From an optimization exercise on the open Yosys and OpenROAD flow, aimed at small area; shortcuts taken in it are not production practice. Function was checked by simulation only, so behaviour that the tests miss may differ from the original. Power is estimated from default activity; no workload was simulated.

## rev 12
// ct_meas
module ct_meas (
    input  wire        clk,
    input  wire        rst,         
    input  wire        start,
    input  wire        mode,        
    input  wire [1:0]  chan,
    input  wire [15:0] raw,
    output wire        ready,
    output wire        done,
    output wire        accept,
    output wire [1:0]  chan_next,
    output wire [34:0] ohms,
    output wire [15:0] vmv,
    output wire [27:0] digits,
    output wire        alert
);
Size: ~400 cells after synthesis, roughly 110 I/O pins.
export LEC_CHECK = 0
export CAP_MARGIN = 20
export CORE_MARGIN = 2
export CORE_UTILIZATION = 70
export SLEW_MARGIN = 20
create_clock -name core_clock -period 10.0 [get_ports {clk}]
standard.sh (not shown) runs the stock make flow with config.mk's settings and CLKGATE_MAP_FILE= SYNTH_SCRIPT=/design/flow/synth_recipe.tcl, a recipe that flattens the netlist after the stock synthesis.
==> flow/flow/run.sh <==
#!/bin/bash
# Layout flow: the standard layout (standard.sh) with three changes.
#  1. Every port is buffered by sky130_fd_sc_hd__buf_1, the smallest buffer.
#  2. The clock tree is built without dummy loads.
#  3. After the standard synthesis, ABC re-maps the combinational logic for
#     area. Registers keep the instance names and cell types the standard
#     synthesis gave them (they are black boxes to ABC). The re-mapped
#     netlist replaces the standard one only if a SAT check proves that both
#     compute the same outputs and register inputs from the same inputs and
#     register outputs.
# Each tool writes its full output to its own log file in this folder.
set -e
export BUFFER_PORTS_ARGS="-buffer_cell sky130_fd_sc_hd__buf_1"
export CTS_ARGS="-sink_clustering_enable -repair_clock_nets -dont_use_dummy_load"

HERE=$(pwd)
FLOWDIR=$HERE/flow
RES=$HERE/orfs/results/$FLOW_PLATFORM/ct_meas/base
LIB=$FLOW_HOME/platforms/sky130hd/lib/sky130_fd_sc_hd__tt_025C_1v80.lib

bash standard.sh synth > synth.log 2>&1

cp $RES/1_2_yosys.v $HERE/std_netlist.v
DU=""
for c in $(sed -n '/DONT_USE_CELLS/,/^$/p' $FLOW_HOME/platforms/sky130hd/config.mk | grep -o 'sky130_fd_sc_hd__[a-z0-9_]*' | grep -v fill); do
  DU="$DU -dont_use $c"
done
FFS=$(grep -o 'sky130_fd_sc_hd__[a-z0-9_]*' $HERE/std_netlist.v | sort -u | grep -E '__(dfxtp|edfxtp|dfrtp|dfstp|dfxbp|dfbbp|sdf|edf|dlx|conb)' | tr '\n' ' ')
cat > $HERE/remap.abc <<'EOT'
strash
&get -n
&deepsyn -T 30
&nf -a -R 1000
&put
EOT
cat > $HERE/remap.ys <<EOT
read_liberty -ignore_miss_func $LIB
blackbox $FFS
read_verilog $HERE/std_netlist.v
hierarchy -top ct_meas
flatten
hierarchy -top ct_meas
opt_clean -purge
abc -liberty $LIB $DU -script $HERE/remap.abc
opt_clean -purge
read_liberty -lib -overwrite $LIB
hilomap -singleton -hicell sky130_fd_sc_hd__conb_1 HI -locell sky130_fd_sc_hd__conb_1 LO
insbuf -buf sky130_fd_sc_hd__buf_4 A X
splitnets
opt_clean -purge
rename -hide w:*.*
check -assert
stat -liberty $LIB
write_verilog -noattr -nohex -nodec $HERE/remap_netlist.v
EOT
remap_ok=0
if yosys -s $HERE/remap.ys > $HERE/remap.log 2>&1; then
  python3 $FLOWDIR/cutff.py $HERE/std_netlist.v $HERE/eq_gold.v
  python3 $FLOWDIR/cutff.py $HERE/remap_netlist.v $HERE/eq_gate.v
  cat > $HERE/equiv.ys <<EOT
read_liberty -ignore_miss_func $LIB
read_verilog $HERE/eq_gold.v
rename ct_meas gold
read_verilog $HERE/eq_gate.v
rename ct_meas gate
hierarchy -check
flatten gold gate
opt_clean
miter -equiv -flatten -make_outputs gold gate miter
hierarchy -top miter
sat -verify -prove trigger 0 miter
EOT
  if yosys -s $HERE/equiv.ys > $HERE/equiv.log 2>&1; then remap_ok=1; fi
fi
if [ $remap_ok = 1 ]; then
  echo "re-mapped netlist proved equivalent: using it" > $HERE/remap_status.txt
  cp $HERE/remap_netlist.v $RES/1_2_yosys.v
  rm -f $RES/1_synth.odb $RES/1_synth.sdc
else
  echo "re-mapping failed or not proved: keeping the standard netlist" > $HERE/remap_status.txt
fi

bash standard.sh finish > standard.log 2>&1
Other scripts of this flow, unchanged in this note and not shown: flow/flow/cutff.py
#### Input delta (rev 13 over rev 12)
diff --git a/flow/design.v b/flow/design.v
--- a/flow/design.v
+++ b/flow/design.v
@@ -132,39 +132,36 @@
     generate for (gi = 0; gi < 3; gi = gi + 1) begin : dfa
         assign dsum[gi]    = rsw[gi] ^ schk[gi] ^ dc_ch[gi];
         assign dc_ch[gi+1] = (rsw[gi] & schk[gi]) | (dc_ch[gi] & (rsw[gi] ^ schk[gi]));
     end endgenerate
     wire [3:0] dig   = {s6[0], r6};
     wire       ge5   = dig[3] | (dig[2] & (dig[1] | dig[0]));
     wire [2:0] adj   = {dig[3] ? dig[0]  : (dig[2] & !dig[1] & !dig[0]),
                         dig[3] ? !dig[0] : (dig[1] & (!dig[2] | dig[0])),
                         dig[3] ? !dig[0] : (dig[2] ? (dig[1] & !dig[0]) : dig[0])};
     wire       bcin  = ph0 ? osv ^ vneg : c2;
     wire [3:0] bout  = rc0 ? 4'd0 : {adj, bcin};
-    wire [20:0] sv = {raw, S[13], 4'b0000};    
+    wire [20:0] sv = {raw, 5'b00000};
     wire [20:0] s_cap = {sv[2:0], sv[5:3], sv[8:6], sv[11:9], sv[14:12], sv[17:15], sv[20:18]};
+    wire        sclr  = (st == ST_IDLE) || done;
     always @(posedge clk) begin
         O   <= {O[29:0], osum};
         osv <= o6[4];
         oc  <= oc_ch[5];
         R   <= {R[17:0], sD ? (dact ? dsum : 3'd0) : bout[2:0]};
         c2  <= sD ? dc_ch[3] : ge5;
-        if (cap) begin
-            S   <= s_cap;
-            sv2 <= 1'b0;
-        end else begin
-            sv2 <= sD ? r6[2] : s6[2];
-            if (sH)      S <= {S[17:0], s6[1:0], sv2};
-            else if (sB) S <= {S[17:0], s6[2:1], bout[3]};
-            else         S <= {S[17:0], s6};
-        end
+        sv2 <= !cap && (sD ? r6[2] : s6[2]);
+        if (sclr)    S <= {S[17:0], 3'b000} | (s_cap & {21{cap}});
+        else if (sH) S <= {S[17:0], s6[1:0], sv2};
+        else if (sB) S <= {S[17:0], s6[2:1], bout[3]};
+        else         S <= {S[17:0], s6};
         if (sH && ph0)
             mq <= sv2;
         else if (sD && ph6)
             mq <= !(dact && dsum[2]);
         if (cap) begin
             mode_r <= mode;
             neg_r  <= raw[15];
             acc_r  <= a_in;
             chan_r <= cn_in;
         end
         if (rst) begin
### Flow results
reg2out as the type of the setup path with the least slack was reported by rev 12, and reg2reg by rev 13. Count of non-CTS inverters in the layout in rev 13 is 1 above rev 12. [diff] total chip power, rev 13 relative to rev 12: improvement. Sequential power: lower on rev 13. Higher final setup slack of the worst path goes to rev 13 over rev 12. In the metrics for rev 12 and rev 13, the one carrying the lower overall track demand over capacity in global routing is rev 12.

[static timing again, ports no longer ideal]
Ports are ideal in the flow. The routed layouts listed here were re-timed in OpenROAD.
Step 1 assumes that a clkbuf_16 drives the clock port and a buf_2 every other input.
Step 2 adds t to the input delays and takes it off the output delays; t is the mean of the earliest and latest rising clock arrival at the registers after step 1. Input paths then give back, and output paths get back, about the clock's delay inside the block.
Slacks: ideal ports / drivers / drivers and shift; pairs: ideal ports / drivers.
| run | t, ns | setup slack, ns | worst setup path at the end |
|---|---|---|---|
| rev 12 | 0.376 | 6.048 / 6.016 / 6.129 | input to register |
| rev 13 | 0.372 | 6.055 / 6.055 / 5.949 | input to register |
After both steps setup and hold are still met in every run listed. The setup slack of rev 13, which loses most, moves by 0.000 ns with the drivers and by -0.106 ns with both steps.
